This is an optimization exercise on Yosys and OpenROAD, whose aim is small area, not a production implementation. RTL that was checked went through simulation tests only; none was proved equivalent to the original. Only the layout flow was run in run 3; the RTL was not checked for function there. No run shown here takes its clock network from TritonCTS; it comes from the design's own scripts or RTL. The flow treats the clock pin as an ideal source. Dropping or thinning the clock tree relies on that and would not hold on a real chip. Power figures rest on the tool's default switching activity, not on a simulated workload.

**design/flow/config.mk**
```make
export PLATFORM = sky130hd
export DESIGN_NAME = twi_engine
export DESIGN_NICKNAME = twi_engine
export VERILOG_FILES = /design/flow/design.v
export SDC_FILE = /design/flow/constraint.sdc
export NUM_CORES = 4
export LEC_CHECK = 0
export ABC_AREA = 1
export CAP_MARGIN = 0
export CORE_MARGIN = 2
export CORE_UTILIZATION = 60
export PLACE_DENSITY = 0.8
export SLEW_MARGIN = 0
```
**design/flow/constraint.sdc**
```tcl
create_clock -name core_clock -period 10.0 [get_ports {clk}]
set_input_delay 2.0000 -clock core_clock [delete_from_list [all_inputs] [get_ports {clk}]]
set_output_delay 2.0000 -clock core_clock [all_outputs]
set_load 0.01 [all_outputs]
```
**design/flow/design.v**
```verilog
module twi_engine (
    input  wire       clk,
    input  wire       rst,
    input  wire       cmd_valid,
    input  wire [7:0] cmd_data,
    output wire       cmd_ready,
    output wire       rsp_valid,
    output reg  [7:0] rsp_data,
    input  wire       rsp_ready,
    output reg        scl_oe,
    output reg        sda_oe,
    input  wire       sda_i
);
    localparam [3:0] O_TWINIT   = 4'b0000;
    localparam [3:0] O_START    = 4'b0001;
    localparam [3:0] O_WRITE    = 4'b0010;
    localparam [3:0] O_READ     = 4'b0011;
    localparam [3:0] O_STOP     = 4'b0110;
    localparam [3:0] O_WRREG    = 4'b0100;
    localparam [3:0] O_RDREG    = 4'b0101;
    localparam [3:0] O_EERD     = 4'b1000;
    localparam [3:0] O_EEWR     = 4'b1001;
    localparam [3:0] O_EEGETCUR = 4'b1010;
    localparam [3:0] O_EESETCUR = 4'b1011;
    localparam [3:0] O_TOBCD    = 4'b1100;
    localparam [3:0] O_FROMBCD  = 4'b1101;
    localparam [3:0] F_END  = 4'b0000;
    localparam [3:0] F_DIV  = 4'b0001;    
    localparam [3:0] F_ELO  = 4'b0010;    
    localparam [3:0] F_EHI  = 4'b0011;    
    localparam [3:0] F_S1   = 4'b0100;    
    localparam [3:0] F_S2   = 4'b0101;    
    localparam [3:0] F_P    = 4'b0110;    
    localparam [3:0] F_WD   = 4'b1000;    
    localparam [3:0] F_RD   = 4'b1001;    
    localparam [3:0] F_W0   = 4'b1010;    
    localparam [3:0] F_WR   = 4'b1011;    
    localparam [3:0] F_SLAW = 4'b1100;    
    localparam [3:0] F_SLAR = 4'b1101;    
    localparam [2:0] C_OPC   = 3'b100;
    localparam [2:0] C_ARG   = 3'b101;
    localparam [2:0] C_ISSUE = 3'b000;
    localparam [2:0] C_WAIT  = 3'b001;
    localparam [2:0] C_RSP   = 3'b010;
    function [15:0] radd;    
        input [15:0] a;
        input [15:0] b;
        input        cin;
        integer i;
        reg c;
        begin
            c = cin;
            for (i = 0; i < 16; i = i + 1) begin
                radd[i] = a[i] ^ b[i] ^ c;
                c = (a[i] & b[i]) | (c & (a[i] ^ b[i]));
            end
        end
    endfunction
    function [15:0] rinc;    
        input [15:0] a;
        integer i;
        reg c;
        begin
            c = 1'b1;
            for (i = 0; i < 16; i = i + 1) begin
                rinc[i] = a[i] ^ c;
                c = a[i] & c;
            end
        end
    endfunction
    function rge;            
        input [15:0] a;
        input [15:0] k;
        integer i;
        reg g;
        begin
            g = 1'b1;
            for (i = 0; i < 16; i = i + 1)
                g = k[i] ? (a[i] & g) : (a[i] | g);
            rge = g;
        end
    endfunction
    reg [2:0]  cstate;
    reg [3:0]  opc;
    reg [1:0]  argi;
    reg [3:0]  fph;       
    reg        topen;
    reg        taddr;
    reg [6:0]  a1;        
    reg [23:0] dq;
    reg        bbusy;     
    reg        bstop;     
    reg [4:0]  hc;        
    reg [9:0]  khz;       
    reg [12:0] acc;       
    reg [2:0]  cyc;       
    reg [1:0]  sync;
    assign cmd_ready = cstate[2];
    assign rsp_valid = cstate[1];
    wire [3:0] cmd_code = {cmd_data[5], cmd_data[4] | cmd_data[2],
                           cmd_data[1] | cmd_data[2], cmd_data[0]};
    reg [1:0] last_arg;
    always @(*) begin
        last_arg = 2'd0;
        if (opc == O_TWINIT || opc == O_RDREG)
            last_arg = 2'd1;
        if (opc == O_WRREG || opc == O_EERD || opc == O_EESETCUR)
            last_arg = 2'd2;
        if (opc == O_EEWR)
            last_arg = 2'd3;
    end
    wire f_man = (opc[3:2] == 2'b00) || (opc == O_STOP);       
    wire f_rd  = (opc == O_RDREG) || (opc == O_EERD) || (opc == O_EEGETCUR);
    wire f_two = (opc == O_EEGETCUR) || (opc == O_EESETCUR);
    wire f_td  = (opc == O_EESETCUR);
    reg [3:0] init_ph;
    always @(*) begin
        init_ph = F_S1;
        if (cmd_code == O_TWINIT)  init_ph = F_DIV;
        if (cmd_code == O_WRITE)   init_ph = F_WD;
        if (cmd_code == O_READ)    init_ph = F_RD;
        if (cmd_code == O_STOP)    init_ph = F_P;
        if (cmd_code[3:2] == 2'b11) init_ph = F_ELO;
    end
    wire       round    = ~argi[0];
    wire [1:0] argi_dec = {argi[1] ^ ~argi[0], ~argi[0]};
    wire [1:0] argi_inc = {argi[1] ^ argi[0], ~argi[0]};
    reg  [3:0] nph;
    always @(*) begin
        nph = F_END;
        if (fph == F_S1)   nph = f_man ? F_ELO : F_SLAW;
        if (fph == F_SLAW) nph = f_two ? F_W0 : F_WD;
        if (fph == F_W0)   nph = F_WR;
        if (fph == F_WR)   nph = f_td ? F_WD : (f_rd ? F_S2 : F_P);
        if (fph == F_WD)   nph = f_man ? F_ELO :
                                 (!f_two && argi_dec != 2'd1) ? F_WD :
                                 (f_rd ? F_S2 : F_P);
        if (fph == F_S2)   nph = F_SLAR;
        if (fph == F_SLAR) nph = F_RD;
        if (fph == F_RD)   nph = f_man ? F_ELO : F_P;
        if (fph == F_P)    nph = (f_two && !round) ? F_S1 :
                                 f_rd ? (f_two ? F_EHI : F_ELO) : F_END;
        if (fph == F_EHI)  nph = F_ELO;
    end
    wire mk_frame = fph[3];
    wire reading  = (fph == F_RD);
    wire mk_wd    = (fph == F_WD);
    wire mk_start = (fph == F_S1) || (fph == F_S2);
    wire mk_stop  = (fph == F_P);
    wire mk_div   = (fph == F_DIV);
    wire mk_emit  = (fph == F_ELO) || (fph == F_EHI);
    wire mk_end   = (fph == F_END);
    wire ack_out  = (opc == O_READ) & a1[0];
    wire [3:0]  bitn     = hc[4:1];
    wire [15:0] acc_sum  = radd({3'd0, acc}, {6'd0, khz}, 1'b0);
    wire        half_end = rge(acc_sum, 16'd8001);
    wire        at4      = (cyc == 3'd5);
    wire        sda_in   = sync[1];
    wire        bidle    = ~bbusy;
    wire        b_stop   = bbusy & bstop;
    wire        b_start  = bbusy & ~bstop & mk_start;
    wire        b_frame  = bbusy & ~bstop & mk_frame;
    wire        b_div    = bbusy & ~bstop & mk_div;
    wire [4:0]  hc_inc   = rinc({11'd0, hc});
    wire [2:0]  cyc_inc  = rinc({13'd0, cyc});
    wire [7:0] sla = {a1, fph[0]};    
    reg fbit;
    always @(*) begin
        fbit = dq[23];
        if (fph == F_SLAW || fph == F_SLAR)
            fbit = sla[~bitn[2:0]];
        if (fph == F_WR)
            fbit = (bitn[2:0] == 3'd7) & round;
        if (fph == F_W0)
            fbit = 1'b0;
    end
    wire go = (cstate == C_ISSUE) && bidle && !mk_end && !mk_emit;
    always @(posedge clk) begin
        sync <= {sync[0], sda_i};
        if (go || half_end) begin
            acc <= {3'd0, khz};
            cyc <= 3'd1;
        end else begin
            acc <= acc_sum[12:0];
            if (cyc != 3'd7) cyc <= cyc_inc;
        end
    end
    always @(posedge clk) begin
        if (go) bstop <= mk_stop;
        if (rst) begin
            bbusy  <= 1'b0;
            scl_oe <= 1'b0;
            sda_oe <= 1'b0;
        end else begin
            if (go) bbusy <= 1'b1;
            if (b_div && hc[3:0] == 4'd15)
                bbusy <= 1'b0;
            if (b_start) begin
                if (hc == 5'd0 && at4)
                    sda_oe <= 1'b0;
                if (half_end) begin
                    case (hc[1:0])
                        2'd0: scl_oe <= 1'b0;
                        2'd1: sda_oe <= 1'b1;
                        2'd2: scl_oe <= 1'b1;
                        default: bbusy <= 1'b0;
                    endcase
                end
            end
            if (b_frame) begin
                if (!hc[0] && at4) begin
                    if (bitn[3])
                        sda_oe <= reading & ack_out;
                    else
                        sda_oe <= ~reading & ~fbit;
                end
                if (half_end) begin
                    scl_oe <= hc[0];
                    if (hc[0] && bitn[3])
                        bbusy <= 1'b0;
                end
            end
            if (b_stop) begin
                if (hc == 5'd0 && at4)
                    sda_oe <= 1'b1;
                if (half_end) begin
                    case (hc[1:0])
                        2'd0: scl_oe <= 1'b0;
                        2'd1: sda_oe <= 1'b0;
                        default: bbusy <= 1'b0;
                    endcase
                end
            end
        end
    end
    wire [6:0] v = cmd_data[6:0];
    wire ge10 = rge({9'd0, v}, 16'd10);
    wire ge20 = rge({9'd0, v}, 16'd20);
    wire ge30 = rge({9'd0, v}, 16'd30);
    wire ge40 = rge({9'd0, v}, 16'd40);
    wire ge50 = rge({9'd0, v}, 16'd50);
    wire ge60 = rge({9'd0, v}, 16'd60);
    wire ge70 = rge({9'd0, v}, 16'd70);
    wire ge80 = rge({9'd0, v}, 16'd80);
    wire ge90 = rge({9'd0, v}, 16'd90);
    wire [3:0] tens = {ge80,
                       ge40 & ~ge80,
                       (ge20 & ~ge40) | (ge60 & ~ge80),
                       (ge10 & ~ge20) | (ge30 & ~ge40) | (ge50 & ~ge60) |
                       (ge70 & ~ge80) | ge90};
    wire [2:0] u3     = radd({13'd0, cmd_data[3:1]},
                             radd({13'd0, tens[2:0]}, {13'd0, tens[1:0], 1'b0}, 1'b0),
                             1'b0);
    wire [7:0] to_bcd = {tens, u3, cmd_data[0]};
    wire [7:0] f1       = radd({9'd0, cmd_data[7:4], 3'd0}, {11'd0, cmd_data[7:4], 1'b0}, 1'b0);
    wire [7:0] from_bcd = radd({8'd0, f1}, {12'd0, cmd_data[3:0]}, 1'b0);
    wire [7:0] bcd_res = (opc == O_TOBCD) ? to_bcd : from_bcd;
    always @(posedge clk) begin
        if (bidle) begin
            hc <= 5'd0;
        end else if (b_div) begin
            hc <= hc_inc;
            if (hc[3:0] == 4'd15)
                khz <= {a1[1:0], dq[23:16]};
        end else if (half_end) begin
            hc <= hc_inc;
            if (b_frame && hc[0] && (reading || mk_wd) &&
                (!bitn[3] || (mk_wd && opc == O_WRITE)))
                dq <= {dq[22:0], sda_in};
        end
        if (cstate == C_ARG && cmd_valid) begin
            if (argi == 2'd0) a1 <= cmd_data[6:0];
            if (!argi[1])     dq[23:16] <= cmd_data;
            if (argi == 2'd2) dq[15:8]  <= cmd_data;
            if (argi == 2'd3) dq[7:0]   <= cmd_data;
            if (argi == 2'd0 && opc[3:2] == 2'b11) dq[7:0] <= bcd_res;
        end
    end
    always @(posedge clk) begin
        if (rst) begin
            cstate <= C_OPC;
            topen  <= 1'b0;
        end else begin
            case (cstate)
                C_OPC: begin
                    if (cmd_valid) begin
                        if (cmd_code == O_START || cmd_code == O_STOP)
                            cstate <= C_ISSUE;
                        else
                            cstate <= C_ARG;
                    end
                end
                C_ARG: begin
                    if (cmd_valid && argi == last_arg)
                        cstate <= C_ISSUE;
                end
                C_ISSUE: begin
                    if (mk_end)
                        cstate <= C_OPC;
                    else if (mk_emit)
                        cstate <= C_RSP;
                    else if (bidle) begin
                        if (mk_stop)
                            topen <= 1'b0;    
                        else
                            cstate <= C_WAIT;
                    end
                end
                C_WAIT: begin
                    if (bidle)
                        cstate <= C_ISSUE;
                end
                default: begin  
                    if (rsp_ready) begin
                        if (opc == O_START)
                            topen <= 1'b1;
                        cstate <= C_ISSUE;
                    end
                end
            endcase
        end
    end
    always @(posedge clk) begin
        case (cstate)
            C_OPC: begin
                opc   <= cmd_code;
                argi  <= 2'd0;
                fph   <= init_ph;
            end
            C_ARG: begin
                if (cmd_valid) argi <= argi_inc;
            end
            C_ISSUE: begin
                if (!mk_end && !mk_emit && bidle) begin
                    if (mk_stop) begin
                        fph <= nph;
                        if (f_two) argi <= argi_dec;
                    end
                end
            end
            C_WAIT: begin
                if (bidle) begin
                    if (mk_start) taddr <= 1'b1;
                    if (mk_wd && !f_two) argi <= argi_dec;
                    fph <= nph;
                end
            end
            C_RSP: begin
                if (rsp_ready) begin
                    fph <= nph;
                    if (opc == O_WRITE) taddr <= 1'b0;
                end
            end
            default: ;
        endcase
    end
    always @(*) begin
        case (opc)
            O_START: rsp_data = topen ? 8'h10 : 8'h08;
            O_WRITE: begin
                if (taddr)
                    rsp_data = a1[0] ? (dq[0] ? 8'h48 : 8'h40)
                                     : (dq[0] ? 8'h20 : 8'h18);
                else
                    rsp_data = dq[0] ? 8'h30 : 8'h28;
            end
            default:   rsp_data = fph[0] ? dq[15:8] : dq[7:0];
        endcase
    end
endmodule
```
**design/flow/flow/run.sh**
```bash
#!/bin/bash
# The standard layout with these changes to how it is made:
#  * the port buffers are the smallest buffer cell.
#  * the clock tree is one level of four buffers (flow/cts_tree.tcl).
set -e
here=$(pwd)
rm -rf "$here/scripts"
cp -r "$FLOW_HOME/scripts" "$here/scripts"
cp "$here/flow/abc_area.script" "$here/scripts/abc_area.script"
export SCRIPTS_DIR="$here/scripts"
export BUFFER_PORTS_ARGS="-buffer_cell sky130_fd_sc_hd__buf_1"
export PRE_CTS_TCL="$here/flow/cts_tree.tcl"
bash standard.sh ADDER_MAP_FILE= finish > standard.log 2>&1
```
**design/flow/flow/abc_area.script**
```
strash
balance
rewrite
refactor
balance
rewrite -z
refactor -z
rewrite -z
balance
dch -f
map -a
strash
dch -f
map -a
```
**design/flow/flow/cts_tree.tcl**
```tcl
proc clock_tree_synthesis { args } {
  set master_name sky130_fd_sc_hd__buf_12
  set nx 2
  set ny 2
  set db [ord::get_db]
  set block [ord::get_db_block]
  set clknet [$block findNet clk]
  set master [$db findMaster $master_name]
  set sinks {}
  foreach iterm [$clknet getITerms] {
    set bb [[$iterm getInst] getBBox]
    set x [expr {([$bb xMin] + [$bb xMax]) / 2}]
    set y [expr {([$bb yMin] + [$bb yMax]) / 2}]
    lappend sinks [list $iterm $x $y]
  }
  set sorted [lsort -integer -index 1 $sinks]
  set n [llength $sorted]
  set groups {}
  for {set i 0} {$i < $nx} {incr i} {
    set col [lrange $sorted [expr {$i * $n / $nx}] [expr {($i + 1) * $n / $nx - 1}]]
    set col [lsort -integer -index 2 $col]
    set m [llength $col]
    for {set j 0} {$j < $ny} {incr j} {
      lappend groups [lrange $col [expr {$j * $m / $ny}] [expr {($j + 1) * $m / $ny - 1}]]
    }
  }
  set k 0
  foreach g $groups {
    set inst [odb::dbInst_create $block $master clkbuf_leaf_$k]
    set net [odb::dbNet_create $block clknet_leaf_$k]
    $net setSigType CLOCK
    set sx 0
    set sy 0
    foreach s $g {
      set it [lindex $s 0]
      $it disconnect
      $it connect $net
      set sx [expr {$sx + [lindex $s 1]}]
      set sy [expr {$sy + [lindex $s 2]}]
    }
    [$inst findITerm A] connect $clknet
    [$inst findITerm X] connect $net
    $inst setLocation [expr {$sx / [llength $g]}] [expr {$sy / [llength $g]}]
    $inst setPlacementStatus PLACED
    puts "clock buffer $k ($master_name): [llength $g] registers"
    incr k
  }
  $clknet setSigType CLOCK
  set_propagated_clock [all_clocks]
}
```
**design/flow/standard.sh**
```bash
#!/bin/bash
# synth_recipe.tcl (not shown) runs the flow's synth.tcl, then flattens the netlist and writes it again
# the make line also repeats each setting of config.mk as NAME=value (left out here)
make -C /OpenROAD-flow-scripts/flow DESIGN_CONFIG=/design/flow/config.mk WORK_HOME=/design/flow/orfs CLKGATE_MAP_FILE= SYNTH_SCRIPT=/design/flow/synth_recipe.tcl "${@:-finish}"
```
==> results of run 1 <==
final timing paths:
kind | depth (start not counted) | end | start
max | 26 | dq[9]$_DFF_P_ | khz[0]$_DFFE_PP_
min | 0 | sync[1]$_DFF_P_ | sync[0]$_DFF_P_
max reg2reg | 26 | dq[9]$_DFF_P_ | khz[0]$_DFFE_PP_
min reg2reg | 0 | sync[1]$_DFF_P_ | sync[0]$_DFF_P_
metrics by stage:
step	cells	cell area [sq um]
after floorplan	660	4670
after global placement	788	4900
after detailed placement	788	4900
after CTS	792	4980
after global routing	792	4980
final	792	4980
power groups by stage:
stage               Clock (mW)  Sequential [mW]  Combinational (mW)
finish                   0.148            0.587               0.606
global route             0.163            0.602               0.691
CTS                      0.150            0.584               0.600
detailed placement           0            0.590               0.596
global placement             0            0.585               0.579
floorplan                    0            0.560               0.460
Yosys cell counts, types with 3 or more instances:
library cell,count,area share
clkinv_1,98,0.079
a21oi_1,67,0.072
o21a_1,7,0.011
a22oi_1,10,0.016
o31ai_1,3,0.0048
nand3_1,14,0.015
o21ai_0,68,0.073
a31oi_1,8,0.011
o22ai_1,17,0.023
dfxtp_1,54,0.23
nor3_1,26,0.028
xnor2_1,4,0.0075
maj3_1,4,0.0086
nand4_1,3,0.0040
o211ai_1,3,0.0048
xor2_1,7,0.013
a211oi_1,5,0.0080
nor2_1,136,0.11
nor4_1,4,0.0054
edfxtp_1,29,0.19
nand2_1,80,0.064
placed cells by master, fill, tap and decap left out, types with 2 or more instances in the layout:
master | Yosys | layout
o22ai_1 | 17 | 17
nor4_1 | 4 | 3
nand3_1 | 14 | 14
a2111oi_0 | 2 | 2
edfxtp_1 | 29 | 29
xor2_1 | 7 | 7
buf_4 | 0 | 2
nand2_1 | 80 | 80
nor3_1 | 26 | 26
buf_1 | 0 | 24
o21a_1 | 7 | 7
nand4_1 | 3 | 3
clkinv_1 | 98 | 98
o21ai_0 | 68 | 68
nor2_1 | 136 | 136
a21oi_1 | 67 | 67
a31oi_1 | 8 | 8
o221ai_1 | 2 | 2
a211oi_1 | 5 | 5
o211ai_1 | 3 | 3
dfxtp_1 | 54 | 54
a22oi_1 | 10 | 10
xnor2_1 | 4 | 4
o32ai_1 | 2 | 2
maj3_1 | 4 | 4
buf_12 | 0 | 4
o31ai_1 | 3 | 3
or2_2 | 2 | 2
kinds of logic (layout without fill, tap and decap cells):
kind of cell / Yosys count / in the layout / synth area share
flip-flops: 83 / 83 / 0.418
adder cells (fa/ha/maj): 4 / 4 / 0.00858
AO/OA/AOI/OAI: 199 / 199 / 0.245
XOR/XNOR: 11 / 11 / 0.0206
buffers and inverters: 98 / 128 / 0.0788
AND/OR/NAND/NOR: 265 / 265 / 0.229
registers in the layout, indices dropped and copies added, names as in the netlist, 2 cells and up:
signal	flops
hc	5
argi	2
cyc	3
opc	4
dq	24
fph	4
acc	13
sync	2
cstate	3
khz	10
a1	7
worst register-to-register path: stages (launching register included):
cell and delay (ns):
edfxtp_1 0.41, nand2_1 0.09, clkinv_1 0.10, a21oi_1 0.20, nand2_1 0.10, a21oi_1 0.18, clkinv_1 0.08, nor2_1 0.12
nor2_1 0.09, maj3_1 0.40, maj3_1 0.41, maj3_1 0.41, nand2_1 0.11, nand2_1 0.05, o21a_1 0.13, clkinv_1 0.06
nor2_1 0.04, o21ai_0 0.24, o21ai_0 0.19, nand3_1 0.15, o21ai_0 0.11, nand2_1 0.17, clkinv_1 0.16, nand2_1 0.61
clkinv_1 0.75, o21ai_0 0.38, o22ai_1 0.09
routing by layer:
layer,vias up,GRT usage
li1,2354,-
met1,2126,0.386
met5,-,0
met4,0,0.0485
met3,22,0.0222
met2,173,0.478
area by class of cell:
class	count	area, sq um	area share
sequential	83	1950	0.392
tap	102	128	0.0256
multi-input combinational	479	2350	0.472
buffer	4	80.1	0.0161
timing repair buffer	26	105	0.0211
inverter	98	368	0.0738
==> impl_metrics.tcl, run 1 <==
set metrics [dict create \
    yosysUniqueCellTypes 30 \
    end_kind "flop" \
    whs_ns 0.336 \
    power_switching_share 0.431 \
    final.period_utilization 0.593 \
    min_period_ns 5.93 \
    seq_area_frac_synth 0.418 \
    grt_pass1_vias 4202 \
    grt_start_max_net_pins 27 \
    cts_resized 0 \
    syn2layout_area_growth_pct 6.84 \
    vdd_drop_max_mv 0.169 \
    worst_pin_slew_ns 1.17 \
    crit_type "reg2reg" \
    die_h_microns 92.2 \
    cts.clk_slew.worst_paths_ns 0.09 \
    top_layer "met4" \
    ant_nets 0 \
    worstPathMaxFanout 26 \
    slowest_stage "clkinv_1" \
    ios 25 \
    rsz0062_at_grt "false" \
    fillCellCount 704 \
    r2r_slack_ns 4.07 \
    fin_util 0.652 \
    max_freq_mhz 169 \
    ys_async_sr_fraction 0 \
    timing_hold_violations_final 0 \
    required_ns 10.01 \
    p_total_mw 1.34 \
    p_int_uw 763 \
    switchingPower_uw 578 \
    route.met2.wl_mm 5.46 \
    critPathTopFamily "simple AND/OR/NAND/NOR gates" \
    setup-violations-final 0 \
    drc 0 \
    syn_nets 673 \
    n_antenna_cell 0 \
    power_frac_seq 0.438 \
    initial_core_util 0.610 \
    die_area_sq_mm 0.00850 \
    drt_iter0_markers 322 \
    ys_ff_latch 83 \
    wl_per_cell_microns 14.7 \
    ys.flop_type "dfxtp_1" \
    leakage_nw 1.73 \
    hpwl_mm 9.03 \
    cp.arrival_ns 5.94 \
    drv_slew 0 \
    wirelength_mm 11.6 \
    insertion_delay_ns 0.12 \
    holdBufCountCts 0 \
    syn_area_per_cell_sq_um 7.07 \
    wirelength_met1_mm 5.23 \
    relSlewSlack 0.213 \
    cp_slowest_stage_delay_ns 0.74 \
    gp_congestion 0.961 \
    finalWorstSetupSlack_ns 4.07 \
    start_kind "flop" \
    skew_ns 0.00707 \
    final_nets 705 \
    vias_per_cell 5.90 \
    fin_tns_setup_ns 0 \
    wl_met3_microns 750 \
    power.density_mw_per_mm2 269 \
    status "complete, no violations" \
    drive_gt1_frac 0.0145 \
    grt_pass1_wl_mm 19.6 \
    grtUsageTotal 0.277 \
    vias 4675 \
    num_rows 32 \
    core_area_sq_mm 0.00765 \
    min_path_type "reg2reg" \
    path_buf_inv 5 \
    antenna_found_initial 0 \
    portBuffers 24 \
    synth_edf_count 29 \
    yosys_warnings 1 \
    die_w_microns 92.2 \
    clkPwrFrac 0.110 \
    drv_cap 0 \
    p_comb_frac 0.452 \
    dp_slack_ns 4.04 \
    grt.overflow.total 0 \
    crit_top_cell "nand2_1" \
    post_cts_buffers 0 \
    synth_area_sq_mm 0.00467 \
    synthCells 660 \
    first_pass_iters 5 \
]
==> run 2: changes to the inputs <==
--- a/design/flow/config.mk
+++ b/design/flow/config.mk
@@ -10,4 +10,6 @@
 export CORE_MARGIN = 2
-export CORE_UTILIZATION = 60
-export PLACE_DENSITY = 0.8
+export CORE_UTILIZATION = 40
+export GPL_ROUTABILITY_DRIVEN = 0
+export GPL_TIMING_DRIVEN = 0
+export PLACE_DENSITY = 0.6
 export SLEW_MARGIN = 0
==> run 2 against run 1 <==
Against the previous run: first-iteration DRC count down 39%; wire length grew 3.7%; register-to-register slack lost 0.21 ns; clock skew up 0.0056 ns; worst setup slack lost 0.21 ns; sequential power about the same; global-route usage shrank 9.1 points; total power rose by 0.20%; critical path depth is the same; flip-flop and latch count unchanged; hold slack lost 0.00068 ns; area after synthesis unchanged; critical path type unchanged; largest cell class unchanged.
==> impl_metrics.tcl, run 2 <==
set metrics [dict create \
    status "complete, no violations" \
    ant_nets 0 \
    leakage_nw 1.72 \
    gr-usage-met3 0.00817 \
    synth_area_leaders "dfxtp_1, edfxtp_1, nor2_1, clkinv_1, o21ai_0" \
    grt_pass1_vias 4319 \
    final_cell_mix "nor2_1, clkinv_1, nand2_1" \
    r2r_slack_ns 3.86 \
    portBuffers 24 \
    die_area_sq_mm 0.0125 \
    required_ns 10.02 \
    worstPathMaxFanout 26 \
    seq_area_frac_synth 0.418 \
    ys.flop_type "dfxtp_1" \
    registers.top_by_ff_count "dq" \
    drv_slew 0 \
    ys_ff_latch 83 \
    final.period_utilization 0.614 \
    antenna_found_initial 0 \
    ys_async_sr_fraction 0 \
    relSlewSlack 0.132 \
    rsz0062_at_grt "false" \
    insertion_delay_ns 0.13 \
    end_kind "flop" \
    crit_path_end "dq[9]$_DFF_P_" \
    synth_edf_count 29 \
    setup-violations-final 0 \
    skew_ns 0.0127 \
    vdd_drop_max_mv 0.156 \
    initial_core_util 0.409 \
    timing_hold_violations_final 0 \
    vias_per_cell 5.53 \
    cts_resized 0 \
    num_rows 39 \
    drv_cap 0 \
    yosysTopAreaCellShare 0.232 \
    start_kind "flop" \
    grt_pass1_wl_mm 19.9 \
    final_nets 704 \
    syn2layout_area_growth_pct 7.78 \
    max_freq_mhz 163 \
    min_path_type "reg2reg" \
    largest_register_ffs 24 \
    top_usage_layer "met2" \
    drt_iter0_markers 195 \
    wl_per_cell_microns 14.5 \
    wirelength_mm 12.1 \
    vias 4600 \
    grtUsageMet1 0.256 \
    n_antenna_cell 0 \
    yosys_warnings 1 \
    synth_area_sq_mm 0.00467 \
    grt_util_met2 0.315 \
    core_area_sq_mm 0.0114 \
    syn_area_per_cell_sq_um 7.07 \
    grtUsageTotal 0.186 \
    layout_commonest_cell "nor2_1" \
    holdBufCountCts 0 \
    die_w_microns 112 \
    grt_start_max_net_pins 27 \
    ios 25 \
    drc 0 \
    syn_nets 673 \
    yosysUniqueCellTypes 30 \
    worst_pin_slew_ns 1.30 \
    r2r_end "dq[9]$_DFF_P_" \
    fin_tns_setup_ns 0 \
    top_regs "dq (24), acc (13), khz (10)" \
    post_cts_buffers 0 \
    crit_type "reg2reg" \
    power.density_mw_per_mm2 267 \
    startpoint "khz[0]$_DFFE_PP_" \
    synth_commonest_cells "nor2_1, clkinv_1, nand2_1" \
    synthCells 660 \
    placed_area_sq_mm 0.00495 \
    hpwl_mm 9.30 \
    cts.clk_slew.worst_paths_ns 0.10 \
    synth.most_common_cell "nor2_1" \
    final_area_sq_mm 0.00503 \
    ff2ff_path_depth 26 \
    min_period_ns 6.14 \
    drive_gt1_frac 0.0131 \
    r2r-start "khz[0]$_DFFE_PP_" \
    first_pass_iters 5 \
    grt.overflow.total 0 \
    die_h_microns 112 \
    synth_top_cell_by_area "dfxtp_1" \
    cp.arrival_ns 6.16 \
]
run 2: cell counts after synthesis:
Identical to the previous run, type by type.
run 2: worst min-delay path by stage:
stage / startpoint / end / cells past startpoint
3_3_place_gp: sync[0]$_DFF_P_ / sync[1]$_DFF_P_ / 0
2_1_floorplan: sync[0]$_DFF_P_ / sync[1]$_DFF_P_ / 0
4_1_cts: sync[0]$_DFF_P_ / sync[1]$_DFF_P_ / 0
6_report: sync[0]$_DFF_P_ / sync[1]$_DFF_P_ / 0
3_5_place_dp: sync[0]$_DFF_P_ / sync[1]$_DFF_P_ / 0
5_1_grt: sync[0]$_DFF_P_ / sync[1]$_DFF_P_ / 0
run 2: final cells by class:
| cell class | count | area (sq um) |
|---|---|---|
| sequential | 83 | 1950 |
| fill | 1205 | 6390 |
| inverter | 98 | 368 |
| multi-input combinational | 479 | 2350 |
| tap | 143 | 179 |
| timing repair buffer | 25 | 97.6 |
| buffer | 4 | 80.1 |
run 2: stage by stage:
stage | hold WS (ns) | utilization | power, mW | std cells | worst slack [ns]
floorplan | 0.310 | - | 1.02 | 660 | 5.07
global placement | 0.317 | 0.432 | 1.17 | 827 | 4.04
detailed placement | 0.319 | 0.433 | 1.19 | 828 | 3.86
CTS | 0.337 | 0.440 | 1.34 | 832 | 3.84
global route | 0.335 | 0.440 | 1.46 | 832 | 3.35
finish | 0.335 | 0.440 | 1.34 | 832 | 3.86
run 2: kinds of logic (layout without fill, tap and decap cells):
logic type,count (synthesis),count (layout),share of synthesized area
simple gates,265,265,0.229
compound gates,199,199,0.245
buf+inv,98,127,0.0788
flops,83,83,0.418
xor+xnor,11,11,0.0206
fa+ha+maj,4,4,0.00858
run 2: metal layers:
metal,vias to the layer above,routed length (microns)
met5,-,0
met4,0,363
met3,24,525
met2,122,5650
met1,2103,5540
li1,2351,-
run 2: report_power, final:
group	switching [mW]	leakage, nW	internal, mW
Clock	0.0880	0.0376	0.0651
Sequential	0.105	0.722	0.483
Combinational	0.390	0.964	0.212
Total	0.583	1.72	0.760
run 2: critical path, stage by stage, from the launching register on:
cell and delay (ns):
edfxtp_1 0.41, nand2_1 0.09, clkinv_1 0.10, a21oi_1 0.20, nand2_1 0.09, a21oi_1 0.20, clkinv_1 0.10, nor2_1 0.14
nor2_1 0.09, maj3_1 0.39, maj3_1 0.40, maj3_1 0.40, nand2_1 0.11, nand2_1 0.06, o21a_1 0.13, clkinv_1 0.06
nor2_1 0.04, o21ai_0 0.26, o21ai_0 0.18, a21oi_1 0.20, nor2_1 0.06, nand2_1 0.17, clkinv_1 0.17, nand2_1 0.68
clkinv_1 0.82, o21ai_0 0.37, o22ai_1 0.09
==> run 3: changes to the inputs <==
--- a/design/flow/design.v
+++ b/design/flow/design.v
@@ -91,3 +91,2 @@
     reg        bbusy;     
-    reg        bstop;     
     reg [4:0]  hc;        
@@ -159,6 +158,7 @@
     wire        bidle    = ~bbusy;
-    wire        b_stop   = bbusy & bstop;
-    wire        b_start  = bbusy & ~bstop & mk_start;
-    wire        b_frame  = bbusy & ~bstop & mk_frame;
-    wire        b_div    = bbusy & ~bstop & mk_div;
+    wire        hstop    = hc[4] & hc[2];
+    wire        b_stop   = bbusy & hstop;
+    wire        b_start  = bbusy & ~hstop & mk_start;
+    wire        b_frame  = bbusy & ~hstop & mk_frame;
+    wire        b_div    = bbusy & ~hstop & mk_div;
     wire [4:0]  hc_inc   = rinc({11'd0, hc});
@@ -188,3 +188,2 @@
     always @(posedge clk) begin
-        if (go) bstop <= mk_stop;
         if (rst) begin
@@ -223,3 +222,3 @@
             if (b_stop) begin
-                if (hc == 5'd0 && at4)
+                if (hc[1:0] == 2'd0 && at4)
                     sda_oe <= 1'b1;
@@ -259,3 +258,3 @@
         if (bidle) begin
-            hc <= 5'd0;
+            hc <= {go & mk_stop, 1'b0, go & mk_stop, 2'b0};
         end else if (b_div) begin
==> run 3 against run 2 <==
Against the previous run: core utilization is 0.22 points higher; largest cell class unchanged; via count up 2.2%; register-to-register slack gained 0.09 ns; hold slack gained 0.0049 ns; sequential share of layout area shrank 0.39 points; area after synthesis is 0.54% higher; combinational power increased by 4.0%.
==> impl_metrics.tcl, run 3 <==
set metrics [dict create \
    final_nets 701 \
    grtUsageTotal 0.193 \
    vdd_drop_max_mv 0.136 \
    yosysUniqueCellTypes 36 \
    p_int_uw 764 \
    cp.arrival_ns 6.07 \
    rsz0062_at_grt "false" \
    antenna_found_initial 0 \
    synth_top_family_by_area "compound AO/OA/AOI/OAI gates" \
    initial_core_util 0.411 \
    synth_compound_area_frac 0.239 \
    power.density_mw_per_mm2 272 \
    grt_start_max_net_pins 27 \
    dp_slack_ns 3.96 \
    drt_iter0_markers 439 \
    wirelength_mm 12.5 \
    worstPathMaxFanout 26 \
    clkPwrFrac 0.113 \
    min_period_ns 6.05 \
    syn_nets 670 \
    holdBufCountCts 0 \
    whs_ns 0.340 \
    synth_area_leaders "dfxtp_1, edfxtp_1, nor2_1, clkinv_1, nand2_1" \
    wl_per_cell_microns 15.1 \
    first_pass_iters 6 \
    p_total_mw 1.38 \
    synth.most_common_cell "nor2_1" \
    synth_edf_count 30 \
    synth_commonest_cells "nor2_1, clkinv_1, nand2_1" \
    syn2layout_area_growth_pct 7.74 \
    grt_pass1_wl_mm 20.6 \
    max_freq_mhz 165 \
    status "complete, no violations" \
    largest_register_ffs 24 \
    timing_hold_violations_final 0 \
    layout_commonest_cell "nor2_1" \
    start_kind "flop" \
    registers.top_by_ff_count "dq" \
    required_ns 10.02 \
    setup-violations-final 0 \
    power_frac_seq 0.432 \
    finalWorstSetupSlack_ns 3.95 \
    vias_per_cell 5.67 \
    ant_nets 0 \
    p_comb_frac 0.456 \
    syn_area_per_cell_sq_um 7.14 \
    cts_resized 0 \
    grt.overflow.total 0 \
    ios 25 \
    yosysTopAreaCellShare 0.222 \
    die_area_sq_mm 0.0126 \
    num_rows 39 \
    post_cts_buffers 0 \
    synth_area_sq_mm 0.00469 \
    final.period_utilization 0.605 \
    die_w_microns 112 \
    ys_async_sr_fraction 0 \
    relSlewSlack 0.150 \
    skew_ns 0.0115 \
    synth-simple-area-share 0.232 \
    n_antenna_cell 0 \
    insertion_delay_ns 0.13 \
    vias 4699 \
    synth_top_cell_by_area "dfxtp_1" \
    min_path_type "reg2reg" \
    synthAdderAreaFrac 0.00640 \
    fin_tns_setup_ns 0 \
    fillCellCount 1189 \
    drive_gt1_frac 0.0160 \
    drv_slew 0 \
    drv_cap 0 \
    yosys_warnings 1 \
    ys.flop_type "dfxtp_1" \
    synth_xor_area_frac 0.0317 \
    switchingPower_uw 613 \
    worst_pin_slew_ns 1.28 \
    core_area_sq_mm 0.0114 \
    power_switching_share 0.445 \
    cts.clk_slew.worst_paths_ns 0.10 \
    drc 0 \
    die_h_microns 112 \
    crit_type "reg2reg" \
    end_kind "flop" \
    synth.area.mux_share 0 \
    synthCells 657 \
    seq_area_frac_synth 0.414 \
    portBuffers 24 \
    grt_pass1_vias 4306 \
    final_cell_mix "nor2_1, clkinv_1, nand2_1" \
    top_regs "dq (24), acc (13), khz (10)" \
    hpwl_mm 9.61 \
    ys_ff_latch 82 \
    leakage_nw 1.74 \
]
run 3: changes by cell type after synthesis, sizes merged, moves of 6 or more:
| cell | previous run | this run |
|---|---|---|
| nand2 | 80 | 95 |
| nor2 | 136 | 119 |
| xor2 | 7 | 16 |
| o21a | 7 | 1 |
run 3: power groups by stage:
stage | Clock [mW] | Sequential, mW | Combinational (mW)
after global placement | 0 | 0.593 | 0.608
after detailed placement | 0 | 0.599 | 0.620
final | 0.155 | 0.594 | 0.627
after CTS | 0.161 | 0.591 | 0.624
after global routing | 0.169 | 0.606 | 0.717
after floorplan | 0 | 0.562 | 0.473
run 3: per-layer routing:
metal	wire length, microns	global-route usage	vias up
met3	823	0.0124	26
met2	5790	0.331	164
met4	267	0.0341	0
li1	-	-	2348
met5	0	0	-
met1	5650	0.273	2161
run 3: per-stage QoR:
step,util,cell area [sq um],std cells
6_report,0.443,5050,829
5_1_grt,0.443,5050,829
4_1_cts,0.443,5050,829
3_5_place_dp,0.436,4970,825
3_3_place_gp,0.434,4960,824
2_1_floorplan,-,4690,657
run 3: path summary, 6_finish.rpt:
| check | from | endpoint | slack, ns | cells after the start |
|---|---|---|---|---|
| setup / recovery | khz[1]$_DFFE_PP_ | dq[13]$_DFF_P_ | 3.95 | 25 |
| hold / removal | sync[0]$_DFF_P_ | sync[1]$_DFF_P_ | 0.34 | 0 |
| setup reg to reg | khz[1]$_DFFE_PP_ | dq[13]$_DFF_P_ | 3.95 | 25 |
| hold reg to reg | sync[0]$_DFF_P_ | sync[1]$_DFF_P_ | 0.34 | 0 |
run 3: area by class of cell:
type                    count  area [sq um]  area share
multi-input cells         479          2390       0.474
flip-flops and latches     82          1940       0.384
inverters                  96           360      0.0713
well taps                 143           179      0.0354
repair buffers             25          97.6      0.0193
plain buffers               4          80.1      0.0158
run 3: cell families (layout without fill, tap and decap cells):
| family | count (synthesis) | count (layout) |
|---|---|---|
| compound gates | 192 | 192 |
| simple gates | 267 | 267 |
| fa+ha+maj | 3 | 3 |
| buf+inv | 96 | 125 |
| xor+xnor | 17 | 17 |
| flops | 82 | 82 |
run 3: critical path, stage by stage, from the launching register on:
cell      delay, ns
edfxtp_1       0.39
nor2_1         0.14
clkinv_1       0.08
a21oi_1        0.15
clkinv_1       0.09
nor2_1         0.13
a21oi_1        0.09
o21ai_0        0.15
nand2_1        0.12
o21ai_0        0.17
nand2_1        0.12
o21ai_0        0.16
nand2_1        0.13
o21ai_0        0.17
nand2_1        0.12
maj3_1         0.38
maj3_1         0.37
a21oi_1        0.22
xor2_1         0.12
a32o_1         0.23
nand2_1        0.15
clkinv_1       0.18
nand2_1        0.68
clkinv_1       0.85
o21ai_0        0.40
o22ai_1        0.10
==> run 4: changes to the inputs <==
--- a/design/flow/design.v
+++ b/design/flow/design.v
@@ -39,7 +39,4 @@
     localparam [3:0] F_SLAR = 4'b1101;    
-    localparam [2:0] C_OPC   = 3'b100;
-    localparam [2:0] C_ARG   = 3'b101;
-    localparam [2:0] C_ISSUE = 3'b000;
-    localparam [2:0] C_WAIT  = 3'b001;
-    localparam [2:0] C_RSP   = 3'b010;
+    localparam [3:0] F_OPC  = 4'b1110;    
+    localparam [3:0] F_ARG  = 4'b1111;    
     function [15:0] radd;    
@@ -82,3 +79,3 @@
     endfunction
-    reg [2:0]  cstate;
+    reg        issued;    
     reg [3:0]  opc;
@@ -91,2 +88,3 @@
     reg        bbusy;     
+    reg        bstop;     
     reg [4:0]  hc;        
@@ -96,4 +94,4 @@
     reg [1:0]  sync;
-    assign cmd_ready = cstate[2];
-    assign rsp_valid = cstate[1];
+    assign cmd_ready = fph[3] & fph[2] & fph[1];    
+    assign rsp_valid = issued & mk_emit;
     wire [3:0] cmd_code = {cmd_data[5], cmd_data[4] | cmd_data[2],
@@ -117,7 +115,6 @@
         init_ph = F_S1;
-        if (cmd_code == O_TWINIT)  init_ph = F_DIV;
-        if (cmd_code == O_WRITE)   init_ph = F_WD;
-        if (cmd_code == O_READ)    init_ph = F_RD;
-        if (cmd_code == O_STOP)    init_ph = F_P;
-        if (cmd_code[3:2] == 2'b11) init_ph = F_ELO;
+        if (opc == O_TWINIT)  init_ph = F_DIV;
+        if (opc == O_WRITE)   init_ph = F_WD;
+        if (opc == O_READ)    init_ph = F_RD;
+        if (opc[3:2] == 2'b11) init_ph = F_ELO;
     end
@@ -143,3 +140,3 @@
     end
-    wire mk_frame = fph[3];
+    wire mk_frame = fph[3] & ~(fph[2] & fph[1]);
     wire reading  = (fph == F_RD);
@@ -158,7 +155,6 @@
     wire        bidle    = ~bbusy;
-    wire        hstop    = hc[4] & hc[2];
-    wire        b_stop   = bbusy & hstop;
-    wire        b_start  = bbusy & ~hstop & mk_start;
-    wire        b_frame  = bbusy & ~hstop & mk_frame;
-    wire        b_div    = bbusy & ~hstop & mk_div;
+    wire        b_stop   = bbusy & bstop;
+    wire        b_start  = bbusy & ~bstop & mk_start;
+    wire        b_frame  = bbusy & ~bstop & mk_frame;
+    wire        b_div    = bbusy & ~bstop & mk_div;
     wire [4:0]  hc_inc   = rinc({11'd0, hc});
@@ -176,3 +172,3 @@
     end
-    wire go = (cstate == C_ISSUE) && bidle && !mk_end && !mk_emit;
+    wire go = !issued && bidle && (mk_frame || mk_start || mk_stop || mk_div);
     always @(posedge clk) begin
@@ -188,2 +184,3 @@
     always @(posedge clk) begin
+        if (go) bstop <= mk_stop;
         if (rst) begin
@@ -222,3 +219,3 @@
             if (b_stop) begin
-                if (hc[1:0] == 2'd0 && at4)
+                if (hc == 5'd0 && at4)
                     sda_oe <= 1'b1;
@@ -258,3 +255,3 @@
         if (bidle) begin
-            hc <= {go & mk_stop, 1'b0, go & mk_stop, 2'b0};
+            hc <= 5'd0;
         end else if (b_div) begin
@@ -269,3 +266,3 @@
         end
-        if (cstate == C_ARG && cmd_valid) begin
+        if (fph == F_ARG && cmd_valid) begin
             if (argi == 2'd0) a1 <= cmd_data[6:0];
@@ -279,39 +276,43 @@
         if (rst) begin
-            cstate <= C_OPC;
+            fph    <= F_OPC;
+            issued <= 1'b0;
             topen  <= 1'b0;
         end else begin
-            case (cstate)
-                C_OPC: begin
+            case (fph)
+                F_OPC: begin
                     if (cmd_valid) begin
-                        if (cmd_code == O_START || cmd_code == O_STOP)
-                            cstate <= C_ISSUE;
+                        if (cmd_code == O_START)
+                            fph <= F_S1;
+                        else if (cmd_code == O_STOP)
+                            fph <= F_P;
                         else
-                            cstate <= C_ARG;
+                            fph <= F_ARG;
                     end
                 end
-                C_ARG: begin
+                F_ARG: begin
                     if (cmd_valid && argi == last_arg)
-                        cstate <= C_ISSUE;
+                        fph <= init_ph;
                 end
-                C_ISSUE: begin
-                    if (mk_end)
-                        cstate <= C_OPC;
-                    else if (mk_emit)
-                        cstate <= C_RSP;
-                    else if (bidle) begin
-                        if (mk_stop)
-                            topen <= 1'b0;    
-                        else
-                            cstate <= C_WAIT;
+                F_END: fph <= F_OPC;
+                F_P: begin
+                    if (bidle) begin
+                        topen <= 1'b0;
+                        fph   <= nph;
                     end
                 end
-                C_WAIT: begin
-                    if (bidle)
-                        cstate <= C_ISSUE;
-                end
-                default: begin  
-                    if (rsp_ready) begin
+                F_ELO, F_EHI: begin
+                    if (!issued)
+                        issued <= 1'b1;
+                    else if (rsp_ready) begin
                         if (opc == O_START)
                             topen <= 1'b1;
-                        cstate <= C_ISSUE;
+                        issued <= 1'b0;
+                        fph    <= nph;
+                    end
+                end
+                default: begin
+                    if (bidle) begin
+                        issued <= ~issued;
+                        if (issued)
+                            fph <= nph;
                     end
@@ -322,34 +323,16 @@
     always @(posedge clk) begin
-        case (cstate)
-            C_OPC: begin
-                opc   <= cmd_code;
-                argi  <= 2'd0;
-                fph   <= init_ph;
-            end
-            C_ARG: begin
-                if (cmd_valid) argi <= argi_inc;
-            end
-            C_ISSUE: begin
-                if (!mk_end && !mk_emit && bidle) begin
-                    if (mk_stop) begin
-                        fph <= nph;
-                        if (f_two) argi <= argi_dec;
-                    end
-                end
-            end
-            C_WAIT: begin
-                if (bidle) begin
-                    if (mk_start) taddr <= 1'b1;
-                    if (mk_wd && !f_two) argi <= argi_dec;
-                    fph <= nph;
-                end
-            end
-            C_RSP: begin
-                if (rsp_ready) begin
-                    fph <= nph;
-                    if (opc == O_WRITE) taddr <= 1'b0;
-                end
-            end
-            default: ;
-        endcase
+        if (fph == F_OPC) begin
+            opc  <= cmd_code;
+            argi <= 2'd0;
+        end
+        if (fph == F_ARG && cmd_valid)
+            argi <= argi_inc;
+        if (fph == F_P && bidle && f_two)
+            argi <= argi_dec;
+        if (issued && bidle) begin
+            if (mk_start) taddr <= 1'b1;
+            if (mk_wd && !f_two) argi <= argi_dec;
+        end
+        if (issued && mk_emit && rsp_ready && opc == O_WRITE)
+            taddr <= 1'b0;
     end
--- a/design/flow/flow/cts_tree.tcl
+++ b/design/flow/flow/cts_tree.tcl
@@ -1,3 +1,3 @@
 proc clock_tree_synthesis { args } {
-  set master_name sky130_fd_sc_hd__buf_12
+  set master_name sky130_fd_sc_hd__buf_8
   set nx 2
==> run 4 against run 3 <==
Against the previous run: still clean; final area down 3.9%; global-route usage rose by 1.4 points; register-to-register slack improved by 0.12 ns; flip-flop and latch count shrank 1; total power down 10%; largest cell class unchanged; largest power group unchanged.
==> impl_metrics.tcl, run 4 <==
set metrics [dict create \
    power_frac_seq 0.435 \
    relSlewSlack 0.138 \
    layout_commonest_cell "nor2_1" \
    drv_cap 0 \
    setup-violations-final 0 \
    antenna_found_initial 0 \
    ant_nets 0 \
    hpwl_mm 9.31 \
    synth_area_sq_mm 0.00453 \
    drive_gt1_frac 0.00888 \
    portBuffers 24 \
    wirelength_mm 12.2 \
    cts_resized 0 \
    final_nets 691 \
    worstPathMaxFanout 25 \
    ff2ff_path_depth 26 \
    die_h_microns 110 \
    drv_slew 0 \
    ios 25 \
    max_freq_mhz 169 \
    power.density_mw_per_mm2 255 \
    switchingPower_uw 546 \
    grt_pass1_vias 4189 \
    top_regs "dq (24), acc (13), khz (10)" \
    insertion_delay_ns 0.14 \
    seq_area_frac_synth 0.407 \
    required_ns 10.01 \
    syn_nets 661 \
    num_rows 38 \
    top_usage_layer "met2" \
    syn2layout_area_growth_pct 7.30 \
    yosys_warnings 1 \
    yosysTopAreaCellShare 0.261 \
    ys.flop_type "dfxtp_1" \
    p_int_uw 690 \
    die_area_sq_mm 0.0122 \
    synth_top_cell_by_area "dfxtp_1" \
    synth_edf_count 22 \
    synth_commonest_cells "nor2_1, clkinv_1, o21ai_0" \
    grt_pass1_wl_mm 20.4 \
    start_kind "flop" \
    grtUsageMet1 0.289 \
    final.period_utilization 0.593 \
    rsz0062_at_grt "false" \
    fin_util 0.444 \
    first_pass_iters 7 \
    cts.clk_slew.worst_paths_ns 0.11 \
    p_total_mw 1.24 \
    vdd_drop_max_mv 0.119 \
    clkPwrFrac 0.105 \
    p_comb_frac 0.460 \
    timing_hold_violations_final 0 \
    vias 4571 \
    drt_iter0_markers 408 \
    end_kind "flop" \
    leakage_nw 1.66 \
    status "complete, no violations" \
    initial_core_util 0.414 \
    finalWorstSetupSlack_ns 4.07 \
    worst_pin_slew_ns 1.29 \
    dp_slack_ns 4.17 \
    grt_util_met2 0.361 \
    crit_type "reg2reg" \
    r2r_slack_ns 4.07 \
    hold_depth 0 \
    cp.arrival_ns 5.94 \
    largest_register_ffs 24 \
    slowest_stage "clkinv_1" \
    post_cts_buffers 0 \
    skew_ns 0.0121 \
    power_switching_share 0.442 \
    final_cell_mix "nor2_1, clkinv_1, o21ai_0" \
    yosysUniqueCellTypes 28 \
    drc 0 \
    syn_area_per_cell_sq_um 6.98 \
    ys_ff_latch 81 \
    min_path_type "reg2reg" \
    cp.depth 26 \
    synth.most_common_cell "nor2_1" \
    die_w_microns 110 \
    synthCells 648 \
    holdBufCountCts 0 \
    vias_per_cell 5.60 \
    path_buf_inv 4 \
    n_antenna_cell 0 \
    min_period_ns 5.93 \
    core_area_sq_mm 0.0109 \
    ys_async_sr_fraction 0 \
    gr-usage-met3 0.0159 \
    crit_top_cell "nand2_1" \
    fin_tns_setup_ns 0 \
    critPathTopFamily "simple AND/OR/NAND/NOR gates" \
    grt.overflow.total 0 \
    registers.top_by_ff_count "dq" \
    wl_per_cell_microns 15.0 \
    grtUsageTotal 0.207 \
    cp_slowest_stage_delay_ns 0.84 \
    grt_start_max_net_pins 26 \
    synth_area_leaders "dfxtp_1, edfxtp_1, nor2_1, o21ai_0, clkinv_1" \
]
[run 4: cell types whose count changed in the layout (fill, tap and decap cells not counted), moves of 4 or more]
cell,previous run,this run
nand2_1,95,63
nor2_1,119,145
o21ai_0,64,75
edfxtp_1,30,22
dfxtp_1,52,59
xor2_1,16,9
o22ai_1,16,22
a22oi_1,11,6
clkinv_1,96,91
a221oi_1,4,0
buf_12,4,0
buf_8,0,4
xnor2_1,1,5
[run 4: metal layers]
metal,vias to the layer above,share of wire
met1,2108,0.46
met2,137,0.48
li1,2307,-
met4,0,0.015
met5,-,0
met3,19,0.049
[run 4: cells by family after synthesis]
kind of cell / count (synthesis) / share of synthesized area
AO/OA/AOI/OAI: 199 / 0.250
XOR/XNOR: 14 / 0.0271
adder cells (fa/ha/maj): 4 / 0.00885
buffers and inverters: 91 / 0.0755
flip-flops: 81 / 0.407
AND/OR/NAND/NOR: 259 / 0.231
[run 4: final timing paths]
check | from | end
setup reg to reg | khz[1]$_DFFE_PP_ | dq[8]$_DFF_P_
setup / recovery | khz[1]$_DFFE_PP_ | dq[8]$_DFF_P_
hold reg to reg | sync[0]$_DFF_P_ | sync[1]$_DFF_P_
hold / removal | sync[0]$_DFF_P_ | sync[1]$_DFF_P_
[run 4: worst reg2reg max path: cells and delay by family (launching register included)]
family                   cells  cell delay, ns
AND/OR/NAND/NOR             13            1.99
adder cells (fa/ha/maj)      3            1.21
buffers and inverters        4            1.20
AO/OA/AOI/OAI                6            1.01
flip-flops                   1            0.43
[run 4: power by group through the flow]
stage | clock [mW] | combinational [mW] | sequential [mW]
CTS | 0.133 | 0.566 | 0.537
finish | 0.129 | 0.569 | 0.538
floorplan | 0 | 0.430 | 0.516
detailed placement | 0 | 0.562 | 0.545
global route | 0.144 | 0.649 | 0.553
global placement | 0 | 0.552 | 0.541
[run 4: cell type report]
class                           count  area (sq um)
Inverter                           91           342
Multi-Input combinational cell    476          2350
Fill cell                        1111          6080
Timing Repair Buffer               24          90.1
Sequential cell                    81          1840
Buffer                              4          60.1
Tap cell                          140           175
[run 4: stage by stage]
step	area [sq um]	hold slack (ns)	std cells
4_1_cts	4860	0.346	816
5_1_grt	4860	0.356	816
2_1_floorplan	4530	0.310	648
6_report	4860	0.341	816
3_5_place_dp	4800	0.316	812
3_3_place_gp	4790	0.318	812
==> run 5: changes to the inputs <==
--- a/design/flow/flow/cts_tree.tcl
+++ b/design/flow/flow/cts_tree.tcl
@@ -1,3 +1,3 @@
 proc clock_tree_synthesis { args } {
-  set master_name sky130_fd_sc_hd__buf_8
+  set master_name sky130_fd_sc_hd__buf_12
   set nx 2
==> run 5 against run 4 <==
Against the previous run: still clean; via count decreased by 1.1%; worst setup slack improved by 0.011 ns; flip-flop and latch count unchanged; total power grew 1.5%.
==> impl_metrics.tcl, run 5 <==
set metrics [dict create \
    status "complete, no violations" \
    worst_pin_slew_ns 1.29 \
    portBuffers 24 \
    finalWorstSetupSlack_ns 4.08 \
    layout_commonest_cell "nor2_1" \
    final_nets 691 \
    start_kind "flop" \
    largest_register_ffs 24 \
    die_w_microns 110 \
    drc 0 \
    hpwl_mm 9.31 \
    power.density_mw_per_mm2 257 \
    holdBufCountCts 0 \
    synth_edf_count 22 \
    synth.area.mux_share 0 \
    vias_per_cell 5.54 \
    grt_pass1_vias 4191 \
    relSlewSlack 0.140 \
    ff2ff_path_depth 26 \
    leakage_nw 1.66 \
    wl_per_cell_microns 14.9 \
    synth_top_family_by_area "compound AO/OA/AOI/OAI gates" \
    die_h_microns 110 \
    stdcell_count 816 \
    top_regs "dq (24), acc (13), khz (10)" \
    grt_pass1_wl_mm 20.4 \
    synth-simple-area-share 0.231 \
    insertion_delay_ns 0.13 \
    vias 4523 \
    syn_area_per_cell_sq_um 6.98 \
    worstPathMaxFanout 25 \
    synthCells 648 \
    final_cell_mix "nor2_1, clkinv_1, o21ai_0" \
    post_cts_buffers 0 \
    final.period_utilization 0.592 \
    max_freq_mhz 169 \
    synth_compound_area_frac 0.250 \
    first_pass_iters 5 \
    p_total_mw 1.25 \
    grtUsageTotal 0.207 \
    skew_ns 0.00752 \
    ys_ff_latch 81 \
    rsz0062_at_grt "false" \
    synth_xor_area_frac 0.0271 \
    syn_nets 661 \
    initial_core_util 0.414 \
    syn2layout_area_growth_pct 7.74 \
    die_area_sq_mm 0.0122 \
    min_period_ns 5.92 \
    grt_start_max_net_pins 26 \
    dp.cells 812 \
    registers.top_by_ff_count "dq" \
    ios 25 \
    setup-violations-final 0 \
    end_kind "flop" \
    synth_area_sq_mm 0.00453 \
    cp.arrival_ns 5.91 \
    drt_iter0_markers 382 \
    yosys_warnings 1 \
    ys.flop_type "dfxtp_1" \
    n_antenna_cell 0 \
    synth_commonest_cells "nor2_1, clkinv_1, o21ai_0" \
    yosysUniqueCellTypes 28 \
    synthAdderAreaFrac 0.00885 \
    num_rows 38 \
    drv_slew 0 \
    synth_top_cell_by_area "dfxtp_1" \
    synth_area_leaders "dfxtp_1, edfxtp_1, nor2_1, o21ai_0, clkinv_1" \
    cts.clk_slew.worst_paths_ns 0.08 \
    grt.overflow.total 0 \
    core_area_sq_mm 0.0109 \
    dp_slack_ns 4.17 \
    wirelength_mm 12.1 \
    vdd_drop_max_mv 0.120 \
    seq_area_frac_synth 0.407 \
    cts_resized 0 \
    drive_gt1_frac 0.00888 \
    fin_tns_setup_ns 0 \
    ant_nets 0 \
    yosysTopAreaCellShare 0.261 \
    timing_hold_violations_final 0 \
    crit_type "reg2reg" \
    hold_depth 0 \
    antenna_found_initial 0 \
    whs_ns 0.335 \
    drv_cap 0 \
    required_ns 9.99 \
    min_path_type "reg2reg" \
    ys_async_sr_fraction 0 \
    synth.most_common_cell "nor2_1" \
]
==> run 5: path summary, 6_finish.rpt <==
check	end	slack [ns]	startpoint
setup reg to reg	dq[8]$_DFF_P_	4.08	khz[1]$_DFFE_PP_
hold reg to reg	sync[1]$_DFF_P_	0.34	sync[0]$_DFF_P_
hold / removal	sync[1]$_DFF_P_	0.34	sync[0]$_DFF_P_
setup / recovery	dq[8]$_DFF_P_	4.08	khz[1]$_DFFE_PP_
==> run 5: routing by layer <==
layer / GRT usage / vias up / part of all wire
met1: 0.287 / 2073 / 0.46
li1: - / 2307 / -
met2: 0.362 / 123 / 0.48
met3: 0.0159 / 20 / 0.049
met4: 0.0268 / 0 / 0.015
met5: 0 / - / 0
==> run 5: worst max-delay path, cell delays in order, from the launching register on <==
cell and delay (ns):
edfxtp_1 0.42, nor2_1 0.10, nor2_1 0.07, a21oi_1 0.18, nand2_1 0.10, a21oi_1 0.20
clkinv_1 0.10, nor2_1 0.14, nor2_1 0.09, maj3_1 0.39, maj3_1 0.41, maj3_1 0.41
nand2_1 0.10, nand2_1 0.06, o21a_1 0.13, clkinv_1 0.06, nand2_1 0.04, a21oi_1 0.21
nand2_1 0.11, a21oi_1 0.19, nor2_1 0.06, nand2_1 0.17, clkinv_1 0.18, nand2_1 0.63
clkinv_1 0.84, nor2_1 0.28, o22ai_1 0.10
==> run 5: layout make-up <==
type                            count  area (sq um)
Buffer                              4          80.1
Multi-Input combinational cell    476          2350
Timing Repair Buffer               24          90.1
Sequential cell                    81          1840
Tap cell                          140           175
Inverter                           91           342
Fill cell                        1108          6060
==> run 5: kinds of logic (layout without fill, tap and decap cells) <==
kind of cell             after synthesis  after routing
XOR/XNOR                              14             14
flip-flops                            81             81
AO/OA/AOI/OAI                        199            199
buffers and inverters                 91            119
AND/OR/NAND/NOR                      259            259
adder cells (fa/ha/maj)                4              4
==> run 5: report_power, final <==
part | switching, mW | internal, mW | total, mW | leakage [nW]
combinational | 0.373 | 0.196 | 0.569 | 0.937
sequential | 0.0891 | 0.449 | 0.538 | 0.690
clock | 0.0826 | 0.0650 | 0.148 | 0.0376
==> run 5: metrics by stage <==
step | instance area, sq um | utilization
global route | 4880 | 0.446
detailed placement | 4800 | 0.439
CTS | 4880 | 0.446
global placement | 4790 | 0.438
floorplan | 4530 | -
finish | 4880 | 0.446
==> run 6: changes to the inputs <==
--- a/design/flow/design.v
+++ b/design/flow/design.v
@@ -88,3 +88,2 @@
     reg        bbusy;     
-    reg        bstop;     
     reg [4:0]  hc;        
@@ -155,6 +154,7 @@
     wire        bidle    = ~bbusy;
-    wire        b_stop   = bbusy & bstop;
-    wire        b_start  = bbusy & ~bstop & mk_start;
-    wire        b_frame  = bbusy & ~bstop & mk_frame;
-    wire        b_div    = bbusy & ~bstop & mk_div;
+    wire        b_run    = bbusy & issued & ~mk_emit;
+    wire        b_stop   = bbusy & ~b_run;
+    wire        b_start  = b_run & mk_start;
+    wire        b_frame  = b_run & mk_frame;
+    wire        b_div    = b_run & mk_div;
     wire [4:0]  hc_inc   = rinc({11'd0, hc});
@@ -184,3 +184,2 @@
     always @(posedge clk) begin
-        if (go) bstop <= mk_stop;
         if (rst) begin
==> design/flow/flow/abc_area.script (replaced) <==
strash
balance
rewrite
refactor
balance
rewrite -z
refactor -z
rewrite -z
balance
&get -n
&dch -f
&nf -a -R 100
&put
strash
&get -n
&dch -f
&nf -a -R 100
&put
strash
&get -n
&dch -f
&nf -a -R 100
&put
==> run 6 against run 5 <==
Against the previous run: register-to-register slack got worse by 1.2 ns; largest cell class unchanged; total power is 2.2% lower; highest routed layer unchanged; clock power barely moved; hold slack got worse by 0.0017 ns; die area shrank 1.7%.
==> impl_metrics.tcl, run 6 <==
set metrics [dict create \
    status "complete, no violations" \
    synth.most_common_cell "nand2_1" \
    setup-violations-final 0 \
    dp_slack_ns 2.84 \
    die_w_microns 109 \
    synth_commonest_cells "nand2_1, o21ai_0, nor2_1" \
    insertion_delay_ns 0.13 \
    required_ns 10.01 \
    finalWorstSetupSlack_ns 2.89 \
    synth_area_sq_mm 0.00444 \
    yosys_warnings 1 \
    registers.top_by_ff_count "dq" \
    final_nets 599 \
    first_pass_iters 5 \
    grt.overflow.total 0 \
    antenna_found_initial 0 \
    hold_depth 0 \
    cp.arrival_ns 7.12 \
    min_period_ns 7.11 \
    r2r-start "khz[1]$_DFFE_PP_" \
    n_antenna_cell 0 \
    max_freq_mhz 141 \
    grt_pass1_wl_mm 18.4 \
    grtUsageTotal 0.185 \
    portBuffers 24 \
    vias_per_cell 5.74 \
    drv_cap 0 \
    die_area_sq_mm 0.0120 \
    r2r_slack_ns 2.89 \
    relSlewSlack 0.224 \
    grt_start_max_net_pins 29 \
    min_from "sync[0]$_DFF_P_" \
    ant_nets 0 \
    drv_slew 0 \
    ys.flop_type "dfxtp_1" \
    layout_commonest_cell "nand2_1" \
    drc 0 \
    vdd_drop_max_mv 0.148 \
    largest_register_ffs 24 \
    synth_top_cell_by_area "dfxtp_1" \
    initial_core_util 0.410 \
    syn2layout_area_growth_pct 7.77 \
    stdcell_count 724 \
    ys_async_sr_fraction 0 \
    num_rows 38 \
    yosysTopAreaCellShare 0.266 \
    synth_area_leaders "dfxtp_1, edfxtp_1, o21ai_0, nand2_1, nor2_1" \
    power.density_mw_per_mm2 256 \
    holdBufCountCts 0 \
    whs_ns 0.334 \
    syn_area_per_cell_sq_um 7.99 \
    drt_iter0_markers 314 \
    r2r_end "dq[1]$_DFF_P_" \
    fin_tns_setup_ns 0 \
    dp.cells 720 \
    seq_area_frac_synth 0.408 \
    cts_resized 0 \
    ff2ff_path_depth 18 \
    end_kind "flop" \
    whs_endpoint "sync[1]$_DFF_P_" \
    wl_per_cell_microns 15.4 \
    ys_ff_latch 80 \
    min_path_type "reg2reg" \
    vias 4159 \
    grt_pass1_vias 3786 \
    worst_pin_slew_ns 1.16 \
    final_cell_mix "nand2_1, o21ai_0, nor2_1" \
    startpoint "khz[1]$_DFFE_PP_" \
    wirelength_mm 11.1 \
    leakage_nw 1.64 \
    crit_type "reg2reg" \
    core_area_sq_mm 0.0108 \
    timing_hold_violations_final 0 \
    die_h_microns 109 \
    worstPathMaxFanout 24 \
    ios 25 \
    final.period_utilization 0.711 \
    hpwl_mm 8.21 \
    post_cts_buffers 0 \
    syn_nets 569 \
    rsz0062_at_grt "false" \
    drive_gt1_frac 0.0103 \
    synthCells 556 \
    skew_ns 0.00892 \
    yosysUniqueCellTypes 49 \
    synth_edf_count 21 \
    cts.clk_slew.worst_paths_ns 0.09 \
    start_kind "flop" \
    top_regs "dq (24), acc (13), khz (10)" \
]
run 6: changes by cell type after synthesis, sizes merged, moves of 9 or more:
cell	change
nand2	+23
nor2	-78
a21oi	-20
mux2i	+12
clkinv	-79
o22ai	-11
xnor2	+9
run 6: logic make-up after synthesis:
family	share of synthesized area
AND/OR/NAND/NOR	0.253
AO/OA/AOI/OAI	0.224
flip-flops	0.408
XOR/XNOR	0.0453
multiplexers	0.0422
buffers and inverters	0.0101
adder cells (fa/ha/maj)	0.0180
run 6: worst max-delay path: stages (launching register included):
cell	delay, ns
edfxtp_1	0.42
nor2_1	0.12
o21ai_0	0.16
maj3_1	0.42
maj3_1	0.40
maj3_1	0.42
maj3_1	0.42
maj3_1	0.40
maj3_1	0.41
maj3_1	0.42
maj3_1	0.43
a21oi_1	0.18
a31oi_1	0.10
nor3b_1	0.80
nand4_1	0.98
mux2i_1	0.47
a21oi_1	0.11
a211oi_1	0.24
a21oi_1	0.06
run 6: cell type report:
cell class	instances	area [sq um]
Fill cell	1112	6050
Multi-Input combinational cell	464	2590
Sequential cell	80	1810
Tap cell	140	175
Timing Repair Buffer	24	90.1
Buffer	4	80.1
Inverter	12	45.0
run 6: stage by stage:
step / area, sq um / power [mW] / utilization
4_1_cts: 4790 / 1.23 / 0.442
2_1_floorplan: 4440 / 0.926 / -
3_5_place_dp: 4710 / 1.08 / 0.434
3_3_place_gp: 4710 / 1.06 / 0.434
6_report: 4790 / 1.23 / 0.442
5_1_grt: 4790 / 1.33 / 0.442
run 6: worst max-delay path by stage:
stage	end	slack [ns]	depth (start not counted)
2_1_floorplan	dq[1]$_DFF_P_	4.03	18
3_3_place_gp	dq[1]$_DFF_P_	3.02	18
3_5_place_dp	dq[1]$_DFF_P_	2.84	18
4_1_cts	dq[1]$_DFF_P_	2.83	18
5_1_grt	dq[1]$_DFF_P_	2.32	18
6_report	dq[1]$_DFF_P_	2.89	18
run 6: power breakdown:
part / switching, mW / internal (mW) / leakage [nW]
registers: 0.114 / 0.440 / 0.679
logic: 0.314 / 0.209 / 0.921
clock network: 0.0847 / 0.0650 / 0.0376
total: 0.512 / 0.715 / 1.64
run 6: metal layers:
metal	share of wire	vias up	track usage	routed length (microns)
li1	-	2108	-	-
met3	0.046	12	0.0154	508
met4	0.014	0	0.0335	157
met1	0.47	1933	0.266	5180
met5	0	-	0	0
met2	0.47	106	0.309	5280

==> what the ideal ports hide <==
Ports are ideal in the flow. The routed layouts listed here were re-timed in OpenROAD. Step 1, drivers: a clkbuf_16 drives clk and a buf_2 each remaining input, both assumed. Step 2 adds t to the input delays and takes it off the output delays; t is the mean of the earliest and latest rising clock arrival at the registers after step 1. Input paths then give back, and output paths get back, about the clock's delay inside the block. Three values: ideal ports, drivers, drivers and shift; two values: the first two.
run	t, ns	setup WS [ns]	hold WS [ns]	worst setup path at the end	clock arrival spread, ns
run 1	0.208	4.072 / 4.072 / 4.072	0.336 / 0.336 / 0.336	register to register	0.007 / 0.007
run 2	0.213	3.858 / 3.858 / 3.858	0.335 / 0.335 / 0.335	register to register	0.013 / 0.013
run 3	0.214	3.948 / 3.948 / 3.948	0.340 / 0.340 / 0.340	register to register	0.012 / 0.012
run 4	0.220	4.069 / 4.069 / 4.069	0.341 / 0.341 / 0.341	register to register	0.012 / 0.012
run 5	0.212	4.081 / 4.081 / 4.081	0.335 / 0.335 / 0.335	register to register	0.007 / 0.008
run 6	0.210	2.886 / 2.886 / 2.886	0.334 / 0.334 / 0.334	register to register	0.009 / 0.009
After both steps setup and hold are still met in every run listed.
